This is an optimization exercise on Yosys and OpenROAD, whose aim is small area, a short achievable clock period and few clock cycles, not a production implementation. The RTL was checked by simulation tests, not by an equivalence proof against the original design. The clock input has no modelled driver; a real chip could not lean on it and would need a root buffer or a full tree. No activity file was given, so power comes from the tool's default toggle rates.

// ep_bitacc
module ep_bitacc #(
    parameter ERR_W = 8
) (
    input  wire             clk,
    input  wire             rst,           
    input  wire             cmd_valid,
    output wire             cmd_ready,
    input  wire [39:0]      cmd_word,
    output wire             out_valid,
    output wire [7:0]       out_data,
    input  wire             out_ready,
    input  wire             out_err,
    input  wire [ERR_W-1:0] out_err_code,
    output wire             err_flag,
    output wire [ERR_W-1:0] err_code
);
Size in the first run: ~300 cells after synthesis, roughly 72 I/O pins, about 3200 um2 of cells after synthesis.
clock: 5.5 ns
lec_check: 0
cap_margin: 20
core_margin: 2
core_utilization: 65
setup_slack_margin: 1.4
slew_margin: 20
standard.sh (not shown) runs the stock make flow with config.mk's settings and CLKGATE_MAP_FILE= SYNTH_SCRIPT=/design/flow/synth_recipe.tcl, a recipe that flattens the netlist after the stock synthesis.
==> flow/flow/run.sh <==
#!/bin/bash
# Standard ORFS layout with two changes: plain buf_1 buffers on the ports
# instead of the delay cells buffer_ports picks by default, and a flat clock
# tree (flow/cts_flat.tcl: four clock buffers on the clock port, each
# driving a quadrant of the registers) in place of TritonCTS's H-tree.
set -euo pipefail
export BUFFER_PORTS_ARGS="-buffer_cell sky130_fd_sc_hd__buf_1"
export PRE_CTS_TCL="$PWD/flow/cts_flat.tcl"
bash standard.sh > standard.log 2>&1
==> flow/flow/cts_flat.tcl <==
# Clock tree for a small register count: the clock port's net feeds four
# clock buffers, one per quadrant of the registers (around their centroid),
# and each buffer drives the clock pins of its quadrant. Every register
# gets the clock through exactly one buffer, so there is no skew by design.
# Sourced as PRE_CTS_TCL: it replaces clock_tree_synthesis for this step.
proc my_flat_clock {nbuf cell} {
  set block [ord::get_db_block]
  set dbu [$block getDbUnitsPerMicron]
  set sinks {}
  set sx 0.0; set sy 0.0
  foreach it [[$block findNet clk] getITerms] {
    set bb [[$it getInst] getBBox]
    set x [expr {([$bb xMin] + [$bb xMax]) / 2.0 / $dbu}]
    set y [expr {([$bb yMin] + [$bb yMax]) / 2.0 / $dbu}]
    set name "[[$it getInst] getName]/[[$it getMTerm] getName]"
    lappend sinks [list $name $x $y]
    set sx [expr {$sx + $x}]; set sy [expr {$sy + $y}]
  }
  set n [llength $sinks]
  set cx [expr {$sx / $n}]; set cy [expr {$sy / $n}]
  set groups [dict create]
  foreach s $sinks {
    lassign $s name x y
    if {$nbuf == 2} {
      set q [expr {$x < $cx ? 0 : 1}]
    } else {
      set q [expr {($x < $cx ? 0 : 1) + ($y < $cy ? 0 : 2)}]
    }
    dict lappend groups $q $s
  }
  set i 0
  dict for {q members} $groups {
    set pins {}
    set gx 0.0; set gy 0.0
    foreach s $members {
      lassign $s name x y
      set pin [get_pins -quiet $name]
      if {[llength $pin] != 1} { error "clock pin $name not found" }
      lappend pins $pin
      set gx [expr {$gx + $x}]; set gy [expr {$gy + $y}]
    }
    set m [llength $members]
    insert_buffer -buffer_cell $cell -net clk -load_pins $pins \
      -location [list [expr {$gx / $m}] [expr {$gy / $m}]] \
      -buffer_name clkbuf_flat_$i -net_name clknet_flat_$i
    puts "clock buffer $i: $m sinks"
    incr i
  }
  # Tie the new buffers' supply pins to VDD/VSS as the floorplan's rules do.
  global_connect
  # Keep the buffers: mark the clock nets as clock nets and the buffers and
  # nets as don't-touch, so that timing repair does not remove them.
  set cnet [$block findNet clk]
  $cnet setSigType CLOCK
  foreach it [$cnet getITerms] {
    set inst [$it getInst]
    if {![string match "clkbuf_flat_*" [$inst getName]]} { error "clock port still drives [$inst getName]" }
    $inst setDoNotTouch 1
    foreach oit [$inst getITerms] {
      set onet [$oit getNet]
      if {$onet ne "NULL" && [$oit isOutputSignal]} {
        $onet setSigType CLOCK
        $onet setDoNotTouch 1
      }
    }
  }
}

rename clock_tree_synthesis my_orig_clock_tree_synthesis
proc clock_tree_synthesis {args} {
  my_flat_clock 4 sky130_fd_sc_hd__clkbuf_8
}
Testbench counts at the start, summed over its fixed seeds: cycles 16,983.
==> next run, changes <==
Settings changed: ABC_CLOCK_PERIOD_IN_PS from default to 8000, CORE_UTILIZATION 65 to 40.
The changed run went through all stages and came out clean.
Final area increases by 2.4%.
Via count decreases by 2.8%.
Global-route usage decreases by 7.5 points.
Synthesized area stays the same.
Utilization decreases by 29 points.
Hold slack stays flat.
Sequential power stays flat.
Worst setup slack gets better by 70 ps.
==> next run, changes <==
Settings changed: ABC_CLOCK_PERIOD_IN_PS 8000 to default, CORE_UTILIZATION 40 to 65, SETUP_SLACK_MARGIN 1.4 to 1.2.
Effect:
- area after synthesis is unchanged
- power shrinks by a few percent
- synthesized cell count does not change
- cell count shrinks by roughly a tenth
- sequential power grows slightly
- cell area shrinks by a few percent
==> next run, changes <==
--- a/flow/flow/cts_flat.tcl
+++ b/flow/flow/cts_flat.tcl
@@ -49,2 +48,0 @@
-  # Tie the new buffers' supply pins to VDD/VSS as the floorplan's rules do.
-  global_connect
Settings changed: CORE_UTILIZATION 65 to 40, SETUP_SLACK_MARGIN 1.2 to 1.8.
What happened: Die area goes up by 59%. Setup slack improves by 250 ps. Global-route usage fell by 7.0 points. Routed wire length rises by 12%. Worst hold slack is about the same. Final area increases by 7.8%. Final cell count goes up by 16%. Sequential power shrinks by about 0.9%. Register-to-register slack is about the same. Sequential share of layout area shrinks by 3.5 points. Via count rises by 1.2%.
==> next run, changes <==
Settings changed: SETUP_SLACK_MARGIN 1.8 to 1.0.
Outcome: Critical path depth stays the same; worst hold slack stays flat; final area falls by 5.9%; global-route usage falls by 0.45 points; clock power barely changes.
==> next run, changes <==
--- a/flow/flow/cts_flat.tcl
+++ b/flow/flow/cts_flat.tcl
@@ -48,0 +49,2 @@
+  # Tie the new buffers' supply pins to VDD/VSS as the floorplan's rules do.
+  global_connect
Settings changed: SETUP_SLACK_MARGIN 1.0 to 1.4.
What happened: The changed run finished with timing, DRC and antenna clean; design area grows by about 3.5%; total power grows by about 2.6%; hold slack hardly moves; via count grows by about 3.4%.
No run of this note takes its clock network from TritonCTS; it comes from the design's own scripts or RTL.

========
Starting RTL as in the previous note.
==> flow/design.v (excerpt) <==
module ep_bitacc #(
    parameter ERR_W = 8
) (
    input  wire             clk,
    input  wire             rst,           
    input  wire             cmd_valid,
    output wire             cmd_ready,
    input  wire [39:0]      cmd_word,
    output wire             out_valid,
    output wire [7:0]       out_data,
    input  wire             out_ready,
    input  wire             out_err,
    input  wire [ERR_W-1:0] out_err_code,
    output wire             err_flag,
    output wire [ERR_W-1:0] err_code
);
clock: 5.5 ns
lec_check: 0
cap_margin: 20
core_margin: 2
core_utilization: 40
setup_slack_margin: 1.4
slew_margin: 20
==> flow/flow/run.sh <==
#!/bin/bash
# Standard ORFS layout, with plain buffers on the ports instead of the
# delay-cell buffers that buffer_ports picks by default.
set -euo pipefail
export BUFFER_PORTS_ARGS="-buffer_cell sky130_fd_sc_hd__buf_2"
bash standard.sh > standard.log 2>&1
Testbench counts at the start, summed over its fixed seeds: cycles 16,983.
Change:
--- a/flow/config.mk
+++ b/flow/config.mk
@@ -11 +11 @@
-export SETUP_SLACK_MARGIN = 1.4
+export SETUP_SLACK_MARGIN = 2.0
Result:
- area after synthesis does not change
- total power rose by 4.5%
- routed wire length came out lower by 2.7%
- worst setup slack improves by 42 ps
- die area is unchanged
- final cell count came out higher by 2.2%
- count of clock-buffer cells in the layout does not change
- via count climbs by 2.7%
- global-route usage falls by 0.53 points
Change:
--- a/flow/flow/run.sh
+++ b/flow/flow/run.sh
@@ -5 +5 @@
-export BUFFER_PORTS_ARGS="-buffer_cell sky130_fd_sc_hd__buf_2"
+export BUFFER_PORTS_ARGS="-buffer_cell sky130_fd_sc_hd__buf_1"
--- a/flow/config.mk
+++ b/flow/config.mk
@@ -11 +11 @@
-export SETUP_SLACK_MARGIN = 2.0
+export SETUP_SLACK_MARGIN = 1.4
Outcome: Wire length decreases by 1.2%. Sequential share of layout area came out higher by 2.7 points. Die area does not change. Global-route usage grows by 0.15 points.
Change:
--- a/flow/flow/run.sh
+++ b/flow/flow/run.sh
@@ -5 +5 @@
-export BUFFER_PORTS_ARGS="-buffer_cell sky130_fd_sc_hd__buf_1"
+export BUFFER_PORTS_ARGS="-buffer_cell sky130_fd_sc_hd__buf_2"
--- a/flow/config.mk
+++ b/flow/config.mk
@@ -10,2 +10,3 @@
-export CORE_UTILIZATION = 40
-export SETUP_SLACK_MARGIN = 1.4
+export CORE_UTILIZATION = 55
+export CTS_CLUSTER_DIAMETER = 200
+export CTS_CLUSTER_SIZE = 60
What happened: The changed run completed with no timing, DRC or antenna violations; die area came out lower by 26%; synthesized area stays the same; cell area shrinks by 3.2%; count of clock-buffer cells in the layout does not change; routed wire length shrinks by 6.8%; setup slack got worse by 230 ps; cell count falls by 11%; sequential cell count stays the same; critical path depth stays the same.
Change:
--- a/flow/flow/run.sh
+++ b/flow/flow/run.sh
@@ -5 +5 @@
-export BUFFER_PORTS_ARGS="-buffer_cell sky130_fd_sc_hd__buf_2"
+export BUFFER_PORTS_ARGS="-buffer_cell sky130_fd_sc_hd__buf_1"
--- a/flow/config.mk
+++ b/flow/config.mk
@@ -10,3 +10,2 @@
-export CORE_UTILIZATION = 55
-export CTS_CLUSTER_DIAMETER = 200
-export CTS_CLUSTER_SIZE = 60
+export CORE_UTILIZATION = 40
+export SETUP_SLACK_MARGIN = 1.8
The new run completed with no timing, DRC or antenna violations.
Utilization went down by 13 points.
Final area went up by roughly a tenth.
Die area went up by a quarter to a third.
Area after synthesis is unchanged.
Power went up slightly.
Maximum frequency went up by a few percent.
Worst setup slack gains 280 ps.
Register-to-register slack loses 800 ps.

========
## job 1717
The RTL this note starts from:
==> flow/design.v <==
module ep_bitacc #(
    parameter ERR_W = 8
) (
    input  wire             clk,
    input  wire             rst,           
    input  wire             cmd_valid,
    output wire             cmd_ready,
    input  wire [39:0]      cmd_word,
    output wire             out_valid,
    output wire [7:0]       out_data,
    input  wire             out_ready,
    input  wire             out_err,
    input  wire [ERR_W-1:0] out_err_code,
    output wire             err_flag,
    output wire [ERR_W-1:0] err_code
);
    reg [39:0]      acc;         
    reg [2:0]       q;           
    reg [4:0]       kh;          
    reg             busy;        
    reg [1:0]       z;           
    reg             err_flag_r;
    wire [1:0]  op    = cmd_word[39:38];
    wire        is_wr = (op == 2'b00);
    wire        is_tr = (op == 2'b10);
    wire [2:0]  wl    = cmd_word[34:32];
    wire [2:0]  wh    = cmd_word[37:35];
    wire [31:0] v     = cmd_word[31:0];
    wire [2:0] p   = 3'd0 - q;
    wire [7:0] tm  = ~(8'hFF >> p);              
    wire [7:0] oh  = 8'h80 >> p;                 
    wire [7:0] pend = acc[7:0];
    wire       pnz = (q != 3'd0);
    wire [2:0]  sh  = q - wl;
    wire [38:0] s1  = sh[0] ? {6'd0, v, 1'd0} : {7'd0, v};
    wire [38:0] s2  = sh[1] ? {s1[36:0], 2'd0} : s1;
    wire [38:0] vs  = sh[2] ? {s2[34:0], 4'd0} : s2;
    wire        c8  = pnz & (wl >= q);           
    wire        cy  = pnz & (wl >  q);           
    wire [4:0]  whd = 5'd1 << wh;                
    wire [4:0]  sel = cy ? {whd[3:0], 1'b0} : whd;
    reg [39:0] ld;
    integer i, b;
    always @* begin
        ld = {1'b0, vs};
        for (i = 0; i < 5; i = i + 1)
            for (b = 0; b < 8; b = b + 1)
                if (sel[i] & tm[b])
                    ld[8*i + b] = pend[b];
        if (!is_wr)
            ld[7:0] = (pend & tm) | (is_tr ? oh : 8'd0);
    end
    wire [4:0] kw    = pnz ? sel : (wl == 3'd0) ? {1'b0, whd[4:1]} : whd;
    wire [4:0] kh_new = is_wr ? kw : 5'd1;
    wire       owes  = is_wr ? ((wh != 3'd0) | c8) : (is_tr | pnz);
    wire [2:0] q_new = is_wr ? sh : 3'd0;
    wire [7:0] byte_k = ({8{kh[0]}} & acc[7:0])   | ({8{kh[1]}} & acc[15:8]) |
                        ({8{kh[2]}} & acc[23:16]) | ({8{kh[3]}} & acc[31:24]) |
                        ({8{kh[4]}} & acc[39:32]);
    wire hi_zero = (byte_k[7:2] == 6'd0);
    wire stuff   = z[1] & hi_zero;
    wire is_zero = hi_zero & (byte_k[1:0] == 2'd0);
    wire last    = pnz ? kh[1] : kh[0];
    wire accept  = !busy && cmd_valid && !err_flag_r;
    wire fail    = busy && out_ready && out_err;
    assign cmd_ready = !busy && !rst;
    assign out_valid = busy && !rst;
    assign out_data  = {byte_k[7:2], byte_k[1:0] | {2{stuff}}};
    assign err_flag  = err_flag_r;
    assign err_code  = acc[39:32];
    always @(posedge clk) begin
        if (accept)
            acc <= ld;
        else if (fail)
            acc[39:32] <= out_err_code;
    end
    always @(posedge clk) begin
        if (rst) begin
            busy       <= 1'b0;
            q          <= 3'd0;
            z          <= 2'd0;
            err_flag_r <= 1'b0;
        end else if (busy) begin
            if (out_ready) begin
                if (out_err) begin
                    err_flag_r <= 1'b1;
                    busy       <= 1'b0;
                end else if (stuff) begin
                    z <= 2'd0;
                end else begin
                    z <= {z[0] & is_zero, is_zero};
                    if (last) busy <= 1'b0;
                    kh <= kh >> 1;
                end
            end
        end else if (cmd_valid) begin
            q    <= q_new;
            kh   <= kh_new;
            busy <= owes & !err_flag_r;
        end
    end
endmodule
export LEC_CHECK = 0
export CAP_MARGIN = 20
export CORE_MARGIN = 2
export CORE_UTILIZATION = 40
export SETUP_SLACK_MARGIN = 1.5
export SLEW_MARGIN = 20
create_clock -name core_clock -period 5.5 [get_ports {clk}]
==> flow/flow/run.sh <==
#!/bin/bash
# Standard ORFS layout, with plain buffers on the ports instead of the
# delay-cell buffers that buffer_ports picks by default.
set -euo pipefail
export BUFFER_PORTS_ARGS="-buffer_cell sky130_fd_sc_hd__buf_2"
bash standard.sh > standard.log 2>&1
Job 1717 | stages: all done | timing, DRC, antenna: all pass
Testbench counts of job 1717, summed over its fixed seeds: cycles 16,983.
#### Input delta (job 7745 over job 1717)
- a change of SETUP_SLACK_MARGIN from 1.5 to 2.6
Findings:
Looking at the reports, job 7745 completed the entire flow and the layout it produced met the timing, DRC and antenna checks.
Job 7745 ends up with higher non-clock buffer count than job 1717 does.
Diff job 1717 -> job 7745: worst endpoint data arrival time down 1.65 ns, peak clock frequency supported by timing has increased, via count went up 336, pin count of the biggest net entering global routing fell by 7, utilization picked up an extra 7.0 points.
Looking only at number of global-route vias before repair, and setting everything else aside, the higher value of job 1717 and job 7745 goes to job 7745.
Edits applied to the flow inputs when going from job 7745 to job 1628:
- putting CTS_BUF_LIST at sky130_fd_sc_hd__clkbuf_8 where nothing was set
- swapping 40 for 60 in CORE_UTILIZATION
- putting CTS_CLUSTER_SIZE at 30 where nothing was set
Findings:
Fmax: job 1628 lower than job 7745. In job 1628, the worst setup margin came out 0.046 ns below the value in job 7745. Per the comparison of job 1628 with job 7745, portion of the clock cycle consumed by the worst path in the final layout went up; sequential share of layout area went up. From job 7745 to job 1628 the numbers moved as follows: power after layout shrank by 60 uW, number of global-route vias before repair shrank by 4.9%, routing usage on met1 grew by 15 points, number of antenna violations at the first check in global routing shrank by 1.
The inputs of job 1167 differ from those of job 1628 as listed below.
- CTS_CLUSTER_SIZE: 30 -> unset
- CTS_BUF_LIST: sky130_fd_sc_hd__clkbuf_8 -> unset
- SETUP_SLACK_MARGIN: 2.6 -> unset
- CORE_UTILIZATION: 60 -> 40
Notes after the runs:
- Die area, job 1628 and job 1167: higher on job 1167
- Summary of job 1167 over job 1628: power per unit of standard cell area lost 0.64%, total of cells resized after clock tree synthesis lost 28.
- Fmax: job 1167 lower than job 1628
- Job 1628 -> job 1167: total wirelength of the detailed-routed design decreased by more than 10%
- In the tables for job 1628 and job 1167, global-route met1 utilization reads higher with job 1628.

==> separate check: timing with driven ports <==
The flow's constraints put no driver on any port. The routed layouts listed below were extracted and timed again, unchanged, in two steps. Step 1 (the two cells are an assumption about what drives the block):
set clk [get_ports {clk}]
set_driving_cell -lib_cell sky130_fd_sc_hd__clkbuf_16 $clk
set_driving_cell -lib_cell sky130_fd_sc_hd__buf_2 [delete_from_list [all_inputs] $clk]
Step 2 moves the port delays by t, midway between the first and last clock arrival at a register: inputs arrive t later, outputs are due t later. That takes back most of the time a late clock gives input paths. Slacks: ideal ports / drivers / drivers and shift; pairs: ideal ports / drivers.
| run | t (ns) | slack for setup (ns) | worst hold slack (ns) | clock arrival spread, ns |
|---|---|---|---|---|
| the first run of note 1 | 0.207 | 1.518 / 1.454 / 1.609 | 0.470 / 0.470 / 0.470 | 0.012 / 0.012 |
| the second run of note 1 | 0.210 | 1.588 / 1.525 / 1.605 | 0.471 / 0.471 / 0.471 | 0.019 / 0.019 |
| the third run of note 1 | 0.207 | 1.383 / 1.321 / 1.528 | 0.470 / 0.470 / 0.470 | 0.012 / 0.012 |
| the fourth run of note 1 | 0.209 | 1.633 / 1.571 / 1.780 | 0.471 / 0.471 / 0.471 | 0.019 / 0.018 |
| the fifth run of note 1 | 0.209 | 1.368 / 1.305 / 1.514 | 0.471 / 0.471 / 0.471 | 0.018 / 0.017 |
| the sixth run of note 1 | 0.210 | 1.588 / 1.525 / 1.605 | 0.471 / 0.471 / 0.471 | 0.019 / 0.019 |
| the first run of note 2 | 0.371 | 1.490 / 1.457 / 1.592 | 0.467 / 0.467 / 0.467 | 0.011 / 0.011 |
| the second run of note 2 | 0.377 | 1.532 / 1.500 / 1.876 | 0.463 / 0.463 / 0.463 | 0.009 / 0.009 |
| the third run of note 2 | 0.377 | 1.435 / 1.403 / 1.552 | 0.467 / 0.467 / 0.467 | 0.010 / 0.011 |
| the fourth run of note 2 | 0.381 | 1.202 / 1.171 / 1.552 | 0.470 / 0.470 / 0.470 | 0.010 / 0.010 |
| the fifth run of note 2 | 0.378 | 1.478 / 1.446 / 1.544 | 0.466 / 0.466 / 0.466 | 0.010 / 0.010 |
| job 1717 | 0.332 | 1.722 / 1.735 / 1.403 | 0.469 / 0.469 / 0.469 | 0.005 / 0.006 |
| job 7745 | 0.346 | 2.211 / 2.181 / 2.128 | 0.465 / 0.465 / 0.465 | 0.015 / 0.015 |
| job 1628 | 0.343 | 2.165 / 2.143 / 2.063 | 0.490 / 0.490 / 0.490 | 0.013 / 0.012 |
| job 1167 | 0.332 | 1.722 / 1.735 / 1.403 | 0.469 / 0.469 / 0.469 | 0.005 / 0.006 |
After both steps every run listed still meets setup and hold.
